Context: an optimization exercise on an open-source flow, tuned for small area. The choices shown serve that exercise and are no tape-out recipe.
In this exercise RTL edits were held to simulation tests only and were not proved equivalent to the original.

== run G ==
==> flow/design.v (excerpt) <==
module lldp_rx (
    input  wire        clk,
    input  wire        rst,           
    input  wire [47:0] local_mac,     
    input  wire        s_valid,
    input  wire [7:0]  s_data,
    input  wire        s_last,
    output wire        s_ready,
    output reg         r_valid,
    output reg         r_qual,
    output reg         r_ok,
    output reg  [4:0]  r_cause,
    output reg         r_tv,
    output reg  [6:0]  r_type,
    output reg  [10:0] r_off,
    output reg  [1:0]  r_stop,
    output reg         r_complete,
    output reg  [9:0]  r_count,
    output reg  [15:0] r_ttl,
    output reg  [2:0]  r_chassis_sub,
    output reg  [2:0]  r_port_sub
);
==> flow/config.mk <==
export PLATFORM = sky130hd
export DESIGN_NAME = lldp_rx
export DESIGN_NICKNAME = lldp_rx
export VERILOG_FILES = /design/flow/design.v
export SDC_FILE = /design/flow/constraint.sdc
export NUM_CORES = 4
export LEC_CHECK = 0
export ABC_AREA = 1
export CAP_MARGIN = 20
export CORE_MARGIN = 2
export CORE_UTILIZATION = 40
export GPL_TIMING_DRIVEN = 0
export SLEW_MARGIN = 20
==> flow/constraint.sdc <==
create_clock -name core_clock -period 8.0 [get_ports {clk}]
set_input_delay 1.6000 -clock core_clock [delete_from_list [all_inputs] [get_ports {clk}]]
set_output_delay 1.6000 -clock core_clock [all_outputs]
set_load 0.01 [all_outputs]
standard.sh (not shown) runs the stock make flow with config.mk's settings and CLKGATE_MAP_FILE= SYNTH_SCRIPT=/design/flow/synth_recipe.tcl, a recipe that flattens the netlist after the stock synthesis.
==> flow/flow/run.sh <==
#!/bin/bash
# The standard layout (standard.sh) with three changes:
#  - synthesis maps the logic with an area-oriented ABC script (flow/abc_area.script)
#    in place of ORFS's; the rest of synthesis is ORFS's own script, unchanged;
#  - the port buffers are the smallest buffer cell, buf_1;
#  - clock tree synthesis uses a clkbuf_8 root, clkbuf_4 buffers, sink clusters of 12 and no dummy loads.
# Each tool's full output is in orfs/logs/ (ORFS's per-step logs); make's own output is in flow_make.log.
set -euo pipefail
rm -rf scripts_mod
cp -r "$FLOW_HOME/scripts" scripts_mod
cp flow/abc_area.script scripts_mod/abc_area.script
export SCRIPTS_DIR="$PWD/scripts_mod"
export BUFFER_PORTS_ARGS="-buffer_cell sky130_fd_sc_hd__buf_1"
export CTS_ARGS="-sink_clustering_enable -repair_clock_nets -root_buf sky130_fd_sc_hd__clkbuf_8 -buf_list sky130_fd_sc_hd__clkbuf_4 -sink_clustering_size 12 -dont_use_dummy_load"
bash standard.sh > flow_make.log 2>&1
==> flow/flow/abc_area.script <==
strash
&get -n
&deepsyn -T 60
&put
balance -l
resub -K 6 -l
rewrite -l
resub -K 6 -N 2 -l
refactor -l
resub -K 8 -l
balance -l
resub -K 8 -N 2 -l
rewrite -l
resub -K 10 -l
rewrite -z -l
resub -K 10 -N 2 -l
balance -l
resub -K 12 -l
refactor -z -l
resub -K 12 -N 2 -l
rewrite -z -l
balance -l
dch -f
amap
strash
&get -n
&deepsyn -T 60
&put
dch -f
amap
strash
&get -n
&deepsyn -T 60
&put
dch -f
amap
topo
What run R does differently from run G at the input level:
diff --git a/flow/design.v b/flow/design.v
--- a/flow/design.v
+++ b/flow/design.v
@@ -53,22 +53,21 @@
     localparam [2:0] U_C8F = 3'd7;      
     reg        fin;             
     reg [3:0]  st;
     reg [3:0]  tl;              
     reg [8:0]  rem;             
     reg [10:0] pos;             
     reg [10:0] off;             
-    reg [9:0]  nn;              
-    wire [9:0] n = ~nn;
+    reg [9:0]  n;               
     reg [3:0]  pf;              
     reg [9:0]  sc;              
     wire [6:0] t = {{3{&tl}}, tl};
-    reg [15:0] ttl_n;
-    reg [2:0]  ch_sub_n;
-    reg [2:0]  pt_sub_n;
+    reg [15:0] ttl;
+    reg [2:0]  ch_sub;
+    reg [2:0]  pt_sub;
     assign s_ready = !fin;
     wire take = s_valid && !fin;
     wire [7:0] d = s_data;
     wire got3 = (st == S_END) || (st == S_H0 && n >= 10'd3);
     always @(*) begin
         r_valid       = fin;
         r_qual        = st[3] | st[1];
@@ -78,17 +77,17 @@
                         (st[3] & st[2]) ? E_TRUNC_PAYLOAD : E_NONE;
         r_tv          = st[3] & (st[2] | st[0]);
         r_type        = r_tv ? {(st == S_FLT && pf == E_UNKNOWN_TYPE) ? sc[9:7] : t[6:4], tl} : 7'd0;
         r_off         = off;
         r_stop        = {st[3] | (st[1] & ~st[0]), st[3] | (st[1] & st[0])};
         r_complete    = (st == S_END);
         r_count       = st[3] ? 10'd0 : n;
-        r_ttl         = ~(ttl_n | {16{!got3}});
-        r_chassis_sub = ~(ch_sub_n | {3{!got3}});
-        r_port_sub    = ~(pt_sub_n | {3{!got3}});
+        r_ttl         = got3 ? ttl : 16'd0;
+        r_chassis_sub = got3 ? ch_sub : 3'd0;
+        r_port_sub    = got3 ? pt_sub : 3'd0;
     end
     reg [7:0] mac_byte;
     always @(*) begin
         case (pos[3:0])
             4'd8:    mac_byte = local_mac[47:40];
             4'd9:    mac_byte = local_mac[39:32];
             4'd10:   mac_byte = local_mac[31:24];
@@ -253,15 +252,15 @@
                         size_bad ? E_SIZE : E_NONE;
     always @(posedge clk) begin
         if (rst || fin) begin
             fin <= 1'b0;
             st  <= S_ENV;
             pos <= 11'd2034;
             off <= 11'd0;
-            nn  <= 10'h3FF;
+            n   <= 10'd0;
         end else if (take) begin
             fin <= s_last;
             pos <= next_off;
             case (st)
                 S_ENV: begin
                     if (pos[3:0] == 4'd8)
                         pf[0] <= mac_ne;
@@ -285,32 +284,32 @@
                         st <= S_FLT;
                         pf <= E_UNKNOWN_TYPE[3:0];
                     end else if (h_zero) begin
                         if (z_done != E_NONE) begin
                             st <= S_FLT;
                             pf <= z_done[3:0];
                         end else begin
-                            nn  <= nn - 10'd1;
+                            n   <= n + 10'd1;
                             off <= next_off[10:0];
                             st  <= (t == 7'd0) ? S_END : S_H0;
                         end
                     end else begin
                         pf <= h_pf[3:0];
                         st <= (t12 || t == 7'd8) ? S_P0 : t_text ? S_PT : S_PN;
                     end
                 end
                 S_P0, S_P1, S_PN, S_PT: begin
                     rem <= rem_m1;
                     pf  <= pf_nx[3:0];
                     st  <= p_st;
                     if (st == S_PT) sc[2:0] <= u_nx;
-                    if (st == S_P0 && t == 7'd1) ch_sub_n <= ~d[2:0];
-                    if (st == S_P0 && t == 7'd2) pt_sub_n <= ~d[2:0];
-                    if (t == 7'd3 && rem == 9'd2) ttl_n[15:8] <= ~d;
-                    if (t == 7'd3 && rem == 9'd1) ttl_n[7:0]  <= ~d;
+                    if (st == S_P0 && t == 7'd1) ch_sub <= d[2:0];
+                    if (st == S_P0 && t == 7'd2) pt_sub <= d[2:0];
+                    if (t == 7'd3 && rem == 9'd2) ttl[15:8] <= d;
+                    if (t == 7'd3 && rem == 9'd1) ttl[7:0]  <= d;
                     if (t == 7'd7) sc <= {sc[1:0], d};
                     if (t7w) rem[8:3] <= sc[7:2];
                     if (t == 7'd8) begin
                         if (st == S_P0)
                             sc[9:0] <= {2'd0, d};
                         else if (kz)
                             sc[9:0] <= {m[1] | m[0], m[1] | !m[0],
@@ -319,15 +318,15 @@
                             sc[7:0] <= k - 8'd1;
                     end
                     if (last) begin
                         if (p_done != E_NONE) begin
                             st <= S_FLT;
                             pf <= p_done[3:0];
                         end else begin
-                            nn  <= nn - 10'd1;
+                            n   <= n + 10'd1;
                             off <= next_off[10:0];
                             st  <= S_H0;
                         end
                     end
                 end
                 default: ;   
             endcase
==> comparison <==
- In the reports for run R and run G, the larger via count belongs to run R.
- Taking run G as the reference, in run R fill cell total of the finished layout +about 5%; tap cell count picked up an extra 4; met1 track demand over resource in global routing -0.23 points; post-synthesis cell type count fell 8; adder-cell area share of the yosys netlist shrank by 0.25 points.
- Delta (run R minus run G): final cell count saw an increase; synthesized cell count saw an increase.

-- what the ideal ports hide --
The results above use ideal ports. As a check the final layouts listed here were re-extracted and re-timed, cells and wires unchanged. Step 1: set_driving_cell puts a clkbuf_16 on clk and a buf_2 on each other input, an assumption about the parent block. Step 2 also shifts input and output timing later by t, the mid clock arrival at the registers, as if the neighbouring blocks saw the same clock. Three values: ideal, step 1, step 2; two values: the first two.
run	t, ns	slack for setup (ns)	clock arrival spread, ns
run G	0.398	0.965 / 0.974 / 0.575	0.022 / 0.021
run R	0.399	1.600 / 1.616 / 1.217	0.023 / 0.024
After both steps setup and hold are still met in every run listed. For run G, which loses most, drivers alone change the setup slack by +0.009 ns; drivers and shift together by -0.390 ns.
